Source: an optimization exercise on an open RTL-to-GDS flow (aim: small area, a short achievable clock period and few clock cycles). Production flows keep margins and buffers that such runs may drop.
Only simulation tests tie the RTL to the original design; equivalence was not proved.
Power and IR drop assume default switching activity.

===== design/flow/config.mk =====
export PLATFORM = sky130hd
export DESIGN_NAME = ipc_core
export DESIGN_NICKNAME = ipc_core
export VERILOG_FILES = /design/flow/design.v
export SDC_FILE = /design/flow/constraint.sdc
export NUM_CORES = 4
export LEC_CHECK = 0
export CAP_MARGIN = 20
export CORE_MARGIN = 2
export CORE_UTILIZATION = 35
export PLACE_DENSITY = 0.6
export SLEW_MARGIN = 20

===== design/flow/constraint.sdc =====
create_clock -name core_clock -period 5.0 [get_ports {clk}]
set_input_delay 1.0000 -clock core_clock [delete_from_list [all_inputs] [get_ports {clk}]]
set_output_delay 1.0000 -clock core_clock [all_outputs]
set_load 0.01 [all_outputs]

===== design/flow/design.v =====
module ipc_core #(
    parameter LEFT_TH              = 2,
    parameter RIGHT_TH             = 1,
    parameter HAZARD_TH            = 1,
    parameter CNT_W                = 16,
    parameter BCNT_W               = 8,
    parameter DIR_W                = 8,
    parameter PERSIST_VERSION      = 16'h0001,
    parameter ADDR_W               = 16,
    parameter STORE_OFFSET         = 0,
    parameter MIN_SAVE_INTERVAL_MS = 32'd10000
) (
    input  wire          clk,
    input  wire          rst,
    input  wire          cmd_valid,
    output wire          cmd_ready,
    input  wire [15:0]   cmd,
    output wire          rsp_valid,
    output reg  [3:0]    rsp_status,
    input  wire          flag_1,
    input  wire          flag_2,
    input  wire          flag_buz,
    input  wire [31:0]   now_ms,
    input  wire [31:0]   wall_s,
    output reg  [1:0]    owner,
    output reg           left_led,
    output reg           right_led,
    output reg           buz_out,
    output reg  [15:0]   buz_duty,
    output wire [7:0]    pat_byte,
    output reg           pat_valid,
    output reg           nv_req,
    output reg           nv_we,
    output wire [ADDR_W-1:0] nv_addr,
    output wire [7:0]    nv_len,
    output wire [159:0]  nv_wdata,
    input  wire          nv_done,
    input  wire          nv_ok,
    input  wire [159:0]  nv_rdata,
    output reg  [15:0]   rec_version,
    output reg  [15:0]   rec_crc,
    output reg  [31:0]   power_on_count,
    output reg  [31:0]   runtime_minutes,
    output reg  [31:0]   service_count,
    output reg  [31:0]   last_service_ts
);
    localparam [1:0] IDLE = 2'd0, LEFT = 2'd1, RIGHT = 2'd2, HAZARD = 2'd3;
    localparam [3:0] ST_OK = 4'h0, ST_CORRUPT = 4'h1, ST_IO_ERROR = 4'h2,
                     ST_NOT_DUE = 4'h3, ST_ILLEGAL = 4'hF;
    localparam [3:0] OP_ARB_TICK = 4'h1, OP_BUZ_DIR = 4'h2, OP_PAT_DIR = 4'h3,
                     OP_PS_LOAD = 4'h8, OP_PS_SAVE_NOW = 4'h9,
                     OP_PS_SAVE_IF_DUE = 4'hA, OP_PS_POWER_ON = 4'hB,
                     OP_PS_MINUTE = 4'hC, OP_PS_SERVICE = 4'hD;
    localparam [2:0] S_IDLE = 3'd0, S_EXEC = 3'd1, S_CRC = 3'd2,
                     S_NV = 3'd3, S_RESP = 3'd4;
    reg [2:0]  state;
    reg [15:0] cmd_q;
    reg        f1_q, f2_q, fb_q;
    reg [31:0] now_q, wall_q;
    reg        is_load;         
    reg [3:0]  crc_idx;
    reg [15:0] crc_acc;
    assign cmd_ready = (state == S_IDLE);
    assign rsp_valid = (state == S_RESP);
    reg             prev_l, prev_r, prev_h;
    reg             sup_l, sup_r, sup_h;
    reg [CNT_W-1:0] left_cnt, right_cnt, hazard_cnt;
    reg [3:0]        buz_started;
    reg [3:0]        buz_phase;
    reg [3:0]        buz_prev;
    reg [BCNT_W-1:0] buz_cnt [0:3];
    reg [7:0]       pattern;
    reg [2:0]       pat_step;
    reg             pat_prev;
    reg [DIR_W-1:0] pat_last_dir;
    assign pat_byte = pattern;
    reg        dirty;
    reg [31:0] last_save_ms;
    assign nv_wdata = {last_service_ts, service_count, runtime_minutes,
                       power_on_count, rec_crc, rec_version};
    assign nv_addr  = STORE_OFFSET;
    assign nv_len   = 8'd20;
    wire [127:0] crc_bytes = nv_wdata[159:32];
    wire [7:0]   crc_byte  = crc_bytes[crc_idx*8 +: 8];
    function [15:0] crc16_byte;
        input [15:0] c_in;
        input [7:0]  b;
        integer k;
        reg [15:0] c;
        begin
            c = c_in ^ {b, 8'h00};
            for (k = 0; k < 8; k = k + 1) begin
                if (c[15]) c = {c[14:0], 1'b0} ^ 16'h1021;
                else       c = {c[14:0], 1'b0};
            end
            crc16_byte = c;
        end
    endfunction
    wire [15:0] crc_next = crc16_byte(crc_acc, crc_byte);
    wire [3:0] opcode  = cmd_q[15:12];
    wire [7:0] operand = cmd_q[7:0];
    reg        legal;
    always @(*) begin
        legal = 1'b0;
        if (cmd_q[11:8] == 4'h0) begin
            case (opcode)
                OP_ARB_TICK:       legal = (cmd_q[7:3] == 5'd0);
                OP_BUZ_DIR,
                OP_PAT_DIR:        legal = 1'b1;
                OP_PS_LOAD,
                OP_PS_SAVE_NOW,
                OP_PS_SAVE_IF_DUE,
                OP_PS_POWER_ON,
                OP_PS_MINUTE,
                OP_PS_SERVICE:     legal = (operand == 8'd0);
                default:           legal = 1'b0;
            endcase
        end
    end
    reg [1:0]       a_owner;
    reg             a_sup_l, a_sup_r, a_sup_h;
    reg             a_left_led, a_right_led;
    reg [CNT_W-1:0] a_left_cnt, a_right_cnt, a_hazard_cnt;
    reg             b_l, b_r, b_h;
    reg             rise_l, rise_r, rise_h, fall_l, fall_r, fall_h;
    reg             trig_l, trig_r, trig_h;
    reg             hz_v;
    always @(*) begin
        b_l = operand[0];
        b_r = operand[1];
        b_h = operand[2];
        a_owner      = owner;
        a_sup_l      = sup_l;
        a_sup_r      = sup_r;
        a_sup_h      = sup_h;
        a_left_led   = left_led;
        a_right_led  = right_led;
        a_left_cnt   = left_cnt;
        a_right_cnt  = right_cnt;
        a_hazard_cnt = hazard_cnt;
        rise_l = b_l & ~prev_l;  fall_l = ~b_l & prev_l;
        rise_r = b_r & ~prev_r;  fall_r = ~b_r & prev_r;
        rise_h = b_h & ~prev_h;  fall_h = ~b_h & prev_h;
        if (fall_l) a_sup_l = 1'b0;
        if (fall_r) a_sup_r = 1'b0;
        if (fall_h) a_sup_h = 1'b0;
        trig_l = rise_l & ~a_sup_l;
        trig_r = rise_r & ~a_sup_r;
        trig_h = rise_h & ~a_sup_h;
        if (trig_l) begin
            a_owner = LEFT;  a_sup_r = 1'b1; a_sup_h = 1'b1;
            a_left_cnt = {CNT_W{1'b0}}; a_right_led = 1'b0;
        end
        if (trig_r) begin
            a_owner = RIGHT; a_sup_l = 1'b1; a_sup_h = 1'b1;
            a_right_cnt = {CNT_W{1'b0}}; a_left_led = 1'b0;
        end
        if (trig_h) begin
            a_owner = HAZARD; a_sup_l = 1'b1; a_sup_r = 1'b1;
            a_hazard_cnt = {CNT_W{1'b0}};
        end
        if (a_owner == LEFT && fall_l) begin
            a_owner = IDLE; a_left_led = 1'b0;
        end else if (a_owner == RIGHT && fall_r) begin
            a_owner = IDLE; a_right_led = 1'b0;
        end else if (a_owner == HAZARD && fall_h) begin
            a_owner = IDLE; a_left_led = 1'b0; a_right_led = 1'b0;
        end
        hz_v = 1'b0;
        case (a_owner)
            IDLE: begin
                a_left_led = 1'b0; a_right_led = 1'b0;
                a_left_cnt = {CNT_W{1'b0}};
                a_right_cnt = {CNT_W{1'b0}};
                a_hazard_cnt = {CNT_W{1'b0}};
            end
            LEFT: begin
                a_right_led = 1'b0;
                a_left_cnt = a_left_cnt + 1'b1;
                if (a_left_cnt >= LEFT_TH) begin
                    a_left_led = ~a_left_led;
                    a_left_cnt = {CNT_W{1'b0}};
                end
            end
            RIGHT: begin
                a_left_led = 1'b0;
                a_right_cnt = a_right_cnt + 1'b1;
                if (a_right_cnt >= RIGHT_TH) begin
                    a_right_led = ~a_right_led;
                    a_right_cnt = {CNT_W{1'b0}};
                end
            end
            default: begin  
                a_hazard_cnt = a_hazard_cnt + 1'b1;
                if (a_hazard_cnt >= HAZARD_TH) begin
                    hz_v = ~a_left_led;
                    a_left_led = hz_v; a_right_led = hz_v;
                    a_hazard_cnt = {CNT_W{1'b0}};
                end
            end
        endcase
    end
    function [15:0] buz_duty_of;
        input [1:0] ci;
        case (ci)
            2'd0, 2'd1: buz_duty_of = 16'd750;
            2'd2:       buz_duty_of = 16'd200;
            default:    buz_duty_of = 16'd1400;
        endcase
    endfunction
    function [BCNT_W-1:0] buz_on_of;
        input [1:0] ci;
        case (ci)
            2'd0, 2'd1: buz_on_of = 2;
            2'd2:       buz_on_of = 1;
            default:    buz_on_of = 10;
        endcase
    endfunction
    function [BCNT_W-1:0] buz_off_of;
        input [1:0] ci;
        case (ci)
            2'd0, 2'd1: buz_off_of = 16;
            2'd2:       buz_off_of = 100;
            default:    buz_off_of = 40;
        endcase
    endfunction
    wire             buz_in_range = (operand >= 8'd1) && (operand <= 8'd4);
    wire [1:0]       buz_ci       = operand[1:0] - 2'd1;
    wire [BCNT_W-1:0] buz_cnt_inc = buz_cnt[buz_ci] + 1'b1;
    wire pat_in_range = (operand >= 8'd1) && (operand <= 8'd3);
    wire pat_flag     = (operand == 8'd2) ? f2_q : f1_q;
    function [7:0] step_mask;
        input [7:0] d;
        input [1:0] s;
        reg [7:0] lo, hi;
        begin
            lo = 8'h08 >> s;
            hi = 8'h10 << s;
            case (d)
                8'd1:    step_mask = lo;
                8'd2:    step_mask = hi;
                default: step_mask = lo | hi;
            endcase
        end
    endfunction
    wire save_due = dirty && ((now_q - last_save_ms) >= MIN_SAVE_INTERVAL_MS);
    integer i;
    always @(posedge clk) begin
        if (rst) begin
            state        <= S_IDLE;
            cmd_q        <= 16'h0000;
            f1_q         <= 1'b0;
            f2_q         <= 1'b0;
            fb_q         <= 1'b0;
            now_q        <= 32'd0;
            wall_q       <= 32'd0;
            is_load      <= 1'b0;
            crc_idx      <= 4'd0;
            crc_acc      <= 16'hFFFF;
            rsp_status   <= ST_OK;
            owner        <= IDLE;
            prev_l       <= 1'b0; prev_r <= 1'b0; prev_h <= 1'b0;
            sup_l        <= 1'b0; sup_r  <= 1'b0; sup_h  <= 1'b0;
            left_led     <= 1'b0;
            right_led    <= 1'b0;
            left_cnt     <= {CNT_W{1'b0}};
            right_cnt    <= {CNT_W{1'b0}};
            hazard_cnt   <= {CNT_W{1'b0}};
            buz_started  <= 4'b0;
            buz_phase    <= 4'b0;
            buz_prev     <= 4'b0;
            for (i = 0; i < 4; i = i + 1) buz_cnt[i] <= {BCNT_W{1'b0}};
            buz_out      <= 1'b0;
            buz_duty     <= 16'd0;
            pattern      <= 8'h00;
            pat_step     <= 3'd0;
            pat_prev     <= 1'b0;
            pat_last_dir <= {DIR_W{1'b0}};
            pat_valid    <= 1'b0;
            nv_req       <= 1'b0;
            nv_we        <= 1'b0;
            rec_version     <= PERSIST_VERSION;
            rec_crc         <= 16'h0000;
            power_on_count  <= 32'd0;
            runtime_minutes <= 32'd0;
            service_count   <= 32'd0;
            last_service_ts <= 32'd0;
            dirty           <= 1'b0;
            last_save_ms    <= 32'd0;
        end else begin
            pat_valid <= 1'b0;
            case (state)
            S_IDLE: begin
                if (cmd_valid) begin
                    cmd_q  <= cmd;
                    f1_q   <= flag_1;
                    f2_q   <= flag_2;
                    fb_q   <= flag_buz;
                    now_q  <= now_ms;
                    wall_q <= wall_s;
                    state  <= S_EXEC;
                end
            end
            S_EXEC: begin
                rsp_status <= ST_OK;
                state      <= S_RESP;
                if (!legal) begin
                    rsp_status <= ST_ILLEGAL;
                end else begin
                    case (opcode)
                    OP_ARB_TICK: begin
                        owner      <= a_owner;
                        sup_l      <= a_sup_l;
                        sup_r      <= a_sup_r;
                        sup_h      <= a_sup_h;
                        left_led   <= a_left_led;
                        right_led  <= a_right_led;
                        left_cnt   <= a_left_cnt;
                        right_cnt  <= a_right_cnt;
                        hazard_cnt <= a_hazard_cnt;
                        prev_l     <= b_l;
                        prev_r     <= b_r;
                        prev_h     <= b_h;
                    end
                    OP_BUZ_DIR: begin
                        if (buz_in_range) begin
                            buz_duty <= buz_duty_of(buz_ci);
                            if (!buz_started[buz_ci]) begin
                                buz_phase[buz_ci]   <= 1'b1;
                                buz_cnt[buz_ci]     <= {BCNT_W{1'b0}};
                                buz_started[buz_ci] <= 1'b1;
                                buz_prev[buz_ci]    <= fb_q;
                                buz_out             <= 1'b1;
                            end else if (fb_q != buz_prev[buz_ci]) begin
                                buz_prev[buz_ci] <= fb_q;
                                if (buz_phase[buz_ci] &&
                                    buz_cnt_inc >= buz_on_of(buz_ci)) begin
                                    buz_phase[buz_ci] <= 1'b0;
                                    buz_out           <= 1'b0;
                                    buz_cnt[buz_ci]   <= {BCNT_W{1'b0}};
                                end else if (!buz_phase[buz_ci] &&
                                             buz_cnt_inc >= buz_off_of(buz_ci)) begin
                                    buz_phase[buz_ci] <= 1'b1;
                                    buz_out           <= 1'b1;
                                    buz_cnt[buz_ci]   <= {BCNT_W{1'b0}};
                                end else begin
                                    buz_cnt[buz_ci] <= buz_cnt_inc;
                                end
                            end
                        end else begin
                            buz_out     <= 1'b0;
                            buz_started <= 4'b0;
                            buz_phase   <= 4'b0;
                            for (i = 0; i < 4; i = i + 1)
                                buz_cnt[i] <= {BCNT_W{1'b0}};
                        end
                    end
                    OP_PAT_DIR: begin
                        if (operand != pat_last_dir) begin
                            pattern      <= 8'h00;
                            pat_step     <= 3'd0;
                            pat_last_dir <= operand;
                            if (pat_in_range) pat_prev <= pat_flag;
                            pat_valid    <= 1'b1;
                        end else if (pat_in_range && pat_flag != pat_prev) begin
                            pat_prev <= pat_flag;
                            if (pat_step >= 3'd4) begin
                                pattern  <= 8'h00;
                                pat_step <= 3'd0;
                            end else begin
                                pattern  <= pattern | step_mask(operand, pat_step[1:0]);
                                pat_step <= pat_step + 3'd1;
                            end
                            pat_valid <= 1'b1;
                        end
                    end
                    OP_PS_LOAD: begin
                        is_load <= 1'b1;
                        nv_req  <= 1'b1;
                        nv_we   <= 1'b0;
                        dirty   <= 1'b0;
                        state   <= S_NV;
                    end
                    OP_PS_SAVE_NOW: begin
                        is_load <= 1'b0;
                        crc_idx <= 4'd0;
                        crc_acc <= 16'hFFFF;
                        state   <= S_CRC;
                    end
                    OP_PS_SAVE_IF_DUE: begin
                        if (save_due) begin
                            is_load <= 1'b0;
                            crc_idx <= 4'd0;
                            crc_acc <= 16'hFFFF;
                            state   <= S_CRC;
                        end else begin
                            rsp_status <= ST_NOT_DUE;
                        end
                    end
                    OP_PS_POWER_ON: begin
                        power_on_count <= power_on_count + 32'd1;
                        dirty          <= 1'b1;
                        is_load        <= 1'b0;
                        crc_idx        <= 4'd0;
                        crc_acc        <= 16'hFFFF;
                        state          <= S_CRC;
                    end
                    OP_PS_MINUTE: begin
                        runtime_minutes <= runtime_minutes + 32'd1;
                        dirty           <= 1'b1;
                    end
                    OP_PS_SERVICE: begin
                        service_count   <= service_count + 32'd1;
                        last_service_ts <= wall_q;
                        dirty           <= 1'b1;
                    end
                    default: ;
                    endcase
                end
            end
            S_CRC: begin
                crc_acc <= crc_next;
                crc_idx <= crc_idx + 4'd1;
                if (crc_idx == 4'd15) begin
                    if (is_load) begin
                        if (rec_version != PERSIST_VERSION || crc_next != rec_crc) begin
                            rec_version     <= PERSIST_VERSION;
                            rec_crc         <= 16'h0000;
                            power_on_count  <= 32'd0;
                            runtime_minutes <= 32'd0;
                            service_count   <= 32'd0;
                            last_service_ts <= 32'd0;
                            rsp_status      <= ST_CORRUPT;
                        end else begin
                            rsp_status      <= ST_OK;
                        end
                        state <= S_RESP;
                    end else begin
                        rec_crc <= crc_next;
                        nv_req  <= 1'b1;
                        nv_we   <= 1'b1;
                        state   <= S_NV;
                    end
                end
            end
            S_NV: begin
                if (nv_done) begin
                    nv_req <= 1'b0;
                    if (is_load) begin
                        if (nv_ok) begin
                            rec_version     <= nv_rdata[15:0];
                            rec_crc         <= nv_rdata[31:16];
                            power_on_count  <= nv_rdata[63:32];
                            runtime_minutes <= nv_rdata[95:64];
                            service_count   <= nv_rdata[127:96];
                            last_service_ts <= nv_rdata[159:128];
                            crc_idx         <= 4'd0;
                            crc_acc         <= 16'hFFFF;
                            state           <= S_CRC;
                        end else begin
                            rec_version     <= PERSIST_VERSION;
                            rec_crc         <= 16'h0000;
                            power_on_count  <= 32'd0;
                            runtime_minutes <= 32'd0;
                            service_count   <= 32'd0;
                            last_service_ts <= 32'd0;
                            rsp_status      <= ST_CORRUPT;
                            state           <= S_RESP;
                        end
                    end else begin
                        if (nv_ok) begin
                            last_save_ms <= now_q;
                            dirty        <= 1'b0;
                            rsp_status   <= ST_OK;
                        end else begin
                            rsp_status   <= ST_IO_ERROR;
                        end
                        state <= S_RESP;
                    end
                end
            end
            S_RESP: begin
                state <= S_IDLE;
            end
            default: state <= S_IDLE;
            endcase
        end
    end
endmodule

===== design/flow/run.sh =====
#!/bin/bash
# synth_recipe.tcl (not shown) runs the flow's synth.tcl, then flattens the netlist and writes it again
# the make line also repeats each setting of config.mk as NAME=value (left out here)
make -C /OpenROAD-flow-scripts/flow DESIGN_CONFIG=/design/flow/config.mk WORK_HOME=/design/flow/orfs CLKGATE_MAP_FILE= SYNTH_SCRIPT=/design/flow/synth_recipe.tcl finish

==> impl_metrics.py <==
metrics = {
    "status": {
        "result_of_the_run": "finished clean",
    },
    "route": {
        "initialDrtViolationCount": 1997,
        "drtPass1Iterations": 5,
        "wire_per_inst_um": 20.5,
        "postRouteAntennaNets": 0,
        "drc": 0,
        "detailroute.via_count": 24000,
        "drt-total-wl_mm": 92.1,
        "avgViaCountPerCell": 5.35,
    },
    "timing": {
        "number_of_max_slew_violations_in_the_final_report": 0,
        "number_of_hold_violations_in_the_final_report": 0,
        "fmax_ghz": 0.214,
        "layout_min_cycle_time_ns": 4.67,
        "timing.final.crit_share": 0.934,
        "final.setup.tns_ns": 0,
        "finClkSkew_ns": 0.0284,
        "rsz0062_at_grt": "no",
        "slew-limit-headroom": 0.322,
        "slew_of_the_pin_with_the_lowest_slew_margin_ns": 1.02,
        "finalSetupViolCount": 0,
    },
    "setup_path": {
        "critPathMostFrequentCell": "nor3_1",
        "critPathMaxFanout": 21,
        "critical_path.cell_chain": "buf_12 -> mux2_2 -> o22ai_1 -> o211a_1 -> nor3_1 -> o31ai_2 -> xor2_2 -> or4_1 -> a32oi_1 -> and4_4 -> or3_4 -> buf_4 -> a221oi_1 -> nor3_1",
        "cp.buffers_inverters": 2,
        "ff2ff_setup_slack_ns": 0.33,
        "timing_worst_setup_path_type": "flop to flop",
        "reg2reg_capture_point": "service_count[26]",
        "critical_path.max_stage_delay_ns": 0.67,
        "crit_slowest_cell": "dfxtp_2",
        "startpoint_type": "flop",
        "r2r-start": "crc_idx[1]",
        "worstPathArrival_ns": 5.19,
        "critical-path-top-delay-family": "simple AND/OR/NAND/NOR gates",
        "cp-end-kind": "flop",
        "timing.critical_path.required_ns": 5.52,
        "timing.reg2reg.worst_path_depth": 14,
    },
    "grt": {
        "grt.overflow.total": 0,
        "number_of_antenna_violations_at_the_first_check_in_global_routing": 6,
        "first_global_vias": 22400,
        "grt_usage": 0.229,
        "grt_pass1_wl_mm": 139,
        "largest_net_degree_at_the_start_of_global_routing": 157,
    },
    "final_layout": {
        "mostFrequentLayoutCell": "clkdlybuf4s50_1",
        "drive_gt1_frac": 0.102,
        "fin_util": 0.450,
        "layout.filler_cells": 7425,
        "syn_to_final_growth_pct": 27.7,
        "most-common-layout-cells": "598 x clkdlybuf4s50_1, 439 x nand2_1, 400 x dfxtp_1",
        "finalNetCount": 3788,
    },
    "pwr": {
        "power.density_mw_per_mm2": 281,
        "power.static_leakage_nw": 12.0,
        "vdd_drop_max_uv": 224,
    },
    "clock_network": {
        "cts_repair_resize_count": 0,
        "post-cts-setup-buffers": 0,
        "cts-root-to-sink-buffers": 3,
        "clkLatencyLatePin_ns": 0.60,
        "ctsRootBufferMaster": "clkbuf_16",
        "clock_tree.htree_level_count": 2,
        "clock-sinks": 434,
        "cts-buffers-inserted": 52,
        "cts_hold_repair.buffers": 0,
        "path_clk_slew_ns": 0.06,
        "tritoncts": "done",
    },
    "placement": {
        "dpl.hpwl_mm": 67.4,
        "placement.io_buffers": 599,
        "final_replace_weighted_congestion": 0.884,
    },
    "floorplanning": {
        "floorplan.io_pins": 630,
        "dieArea_mm2": 0.0769,
        "die_height_um": 277,
        "coreArea_mm2": 0.0742,
        "core_rows": 100,
        "initial_core_util": 0.352,
        "die_width_um": 277,
    },
    "logic_synthesis": {
        "synthDistinctLibCells": 104,
        "ys_warn_count": 1,
        "synth-seq-cells": 434,
        "seq_area_frac_synth": 0.345,
        "synth_top_area_share": 0.308,
        "postSynthCellCount": 3118,
        "synth_area_leader_cell": "dfxtp_1",
        "synth.avg_cell_area_um2": 8.39,
        "postSynth.topFlopCell": "dfxtp_1",
        "post_synth_main_area_contributors": "dfxtp_1 31%, nand2_1 6.3%, buf_4 5.7%",
        "synth-edff-count": 32,
        "synth_area_mm2": 0.0261,
        "synth-async-reset-ratio": 0,
    },
    "hold_path": {
        "min-delay-start": "buz_prev[3]",
        "worst_hold_path_type": "flop to flop",
        "hold-path-endpoint": "buz_prev[3]",
        "worst_hold_path.num_cells": 2,
    },
    "flow_run": {
        "drv.max_cap_violation_count": 0,
    },
}
==> report_power, final <==
| part | leakage [nW] | internal, mW | switching [mW] |
|---|---|---|---|
| registers | 3.58 | 3.62 | 0.188 |
| clock network | 0.836 | 2.21 | 1.56 |
| logic | 7.60 | 0.833 | 0.973 |
==> flip-flops by register name (all words and copies together) (netlist names), 32 cells and up <==
| signal | cells |
|---|---|
| now_q | 32 |
| wall_q | 32 |
| buz_cnt | 32 |
| last_service_ts | 32 |
| runtime_minutes | 32 |
| last_save_ms | 32 |
| power_on_count | 32 |
| service_count | 32 |
==> layer usage <==
| metal | wire length, um | track usage | vias to the layer above |
|---|---|---|---|
| met1 | 41200 | 0.310 | 11400 |
| met2 | 42200 | 0.365 | 829 |
| met4 | 2390 | 0.0688 | 10 |
| met3 | 6210 | 0.0465 | 139 |
| met5 | 67 | 0 | - |
| li1 | - | - | 11600 |
==> cells in the mapped netlist, types with 7 or more instances <==
| library cell | count |
|---|---|
| nand2_1 | 440 |
| dfxtp_1 | 402 |
| o32ai_1 | 9 |
| buf_6 | 19 |
| and3_1 | 70 |
| and2_1 | 36 |
| nor3_1 | 115 |
| or3_1 | 18 |
| o32a_1 | 10 |
| a31oi_1 | 24 |
| nand2b_1 | 29 |
| nor2b_1 | 11 |
| xnor3_1 | 7 |
| a221oi_1 | 25 |
| nor4_1 | 23 |
| a311oi_1 | 7 |
| inv_1 | 93 |
| or4_1 | 8 |
| a22o_1 | 9 |
| o21a_1 | 7 |
| clkbuf_1 | 138 |
| o21ai_1 | 11 |
| buf_1 | 20 |
| a21oi_1 | 286 |
| o21ai_0 | 69 |
| xor2_1 | 50 |
| a221oi_2 | 72 |
| nand3_1 | 93 |
| xnor2_1 | 71 |
| nor2_1 | 269 |
| a22oi_1 | 7 |
| ha_1 | 62 |
| nor3_2 | 28 |
| nand4_1 | 36 |
| a21o_1 | 25 |
| o31a_1 | 9 |
| mux2_2 | 20 |
| mux2i_1 | 51 |
| edfxtp_1 | 32 |
| o31ai_1 | 13 |
| mux4_2 | 29 |
| o211ai_1 | 8 |
| a211oi_1 | 22 |
| buf_4 | 199 |
==> stage by stage <==
| step | setup slack, ns | hold WS (ns) | power [mW] | instance area [um^2] | cells |
|---|---|---|---|---|---|
| 4_1_cts | 0.327 | 0.453 | 9.49 | 33400 | 4486 |
| 3_3_place_gp | 0.450 | 0.442 | 5.68 | 31700 | 4391 |
| 2_1_floorplan | 0.934 | 0.429 | 4.95 | 26300 | 3150 |
| 5_1_grt | 0.0256 | 0.469 | 9.80 | 33400 | 4488 |
| 6_report | 0.329 | 0.452 | 9.38 | 33400 | 4488 |
| 3_5_place_dp | 0.304 | 0.446 | 5.68 | 31700 | 4391 |
==> worst max-delay path by stage <==
stage	depth (start not counted)	slack, ns	endpoint	from
after floorplan	19	0.93	buz_out	cmd_q[0]
after global placement	11	0.45	power_on_count[27]	crc_idx[1]
after detailed placement	12	0.30	power_on_count[27]	crc_idx[1]
after CTS	12	0.33	power_on_count[27]	crc_idx[1]
after global routing	13	0.03	service_count[13]	crc_idx[1]
final	14	0.33	service_count[26]	crc_idx[1]
==> cell families after synthesis <==
| logic type | synth area share |
|---|---|
| DFF | 0.345 |
| AOI/OAI and AO/OA | 0.192 |
| adders and majority gates | 0.0308 |
| other | 0.000287 |
| xor gates and xnor gates | 0.0493 |
| muxes | 0.0560 |
| and+or+nand+nor | 0.221 |
| buffers and inverters | 0.106 |
==> worst register-to-register path: stages (launching register included) <==
cell and delay, ns:
dfxtp_2 0.67, buf_12 0.25, mux2_2 0.37, o22ai_1 0.25, o211a_1 0.25, nor3_1 0.07
o31ai_2 0.40, xor2_2 0.22, or4_1 0.55, a32oi_1 0.23, and4_4 0.39, or3_4 0.39
buf_4 0.28, a221oi_1 0.07, nor3_1 0.19
==> final cells by class <==
class	instances	area (um^2)	area share
Antenna cell	1	2.50	0.0000750
Clock buffer	80	1570	0.0470
Tap cell	969	1210	0.0363
Inverter	96	360	0.0108
Clock inverter	15	120	0.00360
Sequential cell	434	9010	0.270
Multi-Input combinational cell	2234	14600	0.436
Timing Repair Buffer	659	6540	0.196
Testbench counts, summed over its fixed seeds: cycles 76,627.

-- port drivers added, routing unchanged --
In the flow no input, the clock included, has a driving cell. The finished layout below was timed again as built, in two steps. Step 1 assumes that a clkbuf_16 drives the clock port and a buf_2 every other input. Step 2 times the ports against the registers' clock, not the clock port: input delays grow and output delays shrink by t, the midpoint of the rising clock arrivals with the driver on. Slacks: no drivers / after step 1 / after step 2; pairs: no drivers / after step 1.
shift t [ns]: 0.652
slack for setup (ns): 0.329 / 0.329 / 0.329
hold WS [ns]: 0.452 / 0.452 / 0.452
worst data-port slew with drivers (ns): 0.12
After both steps this run still meets setup and hold. The setup slack of this run moves by 0.000 ns with the drivers and by 0.000 ns with both steps.
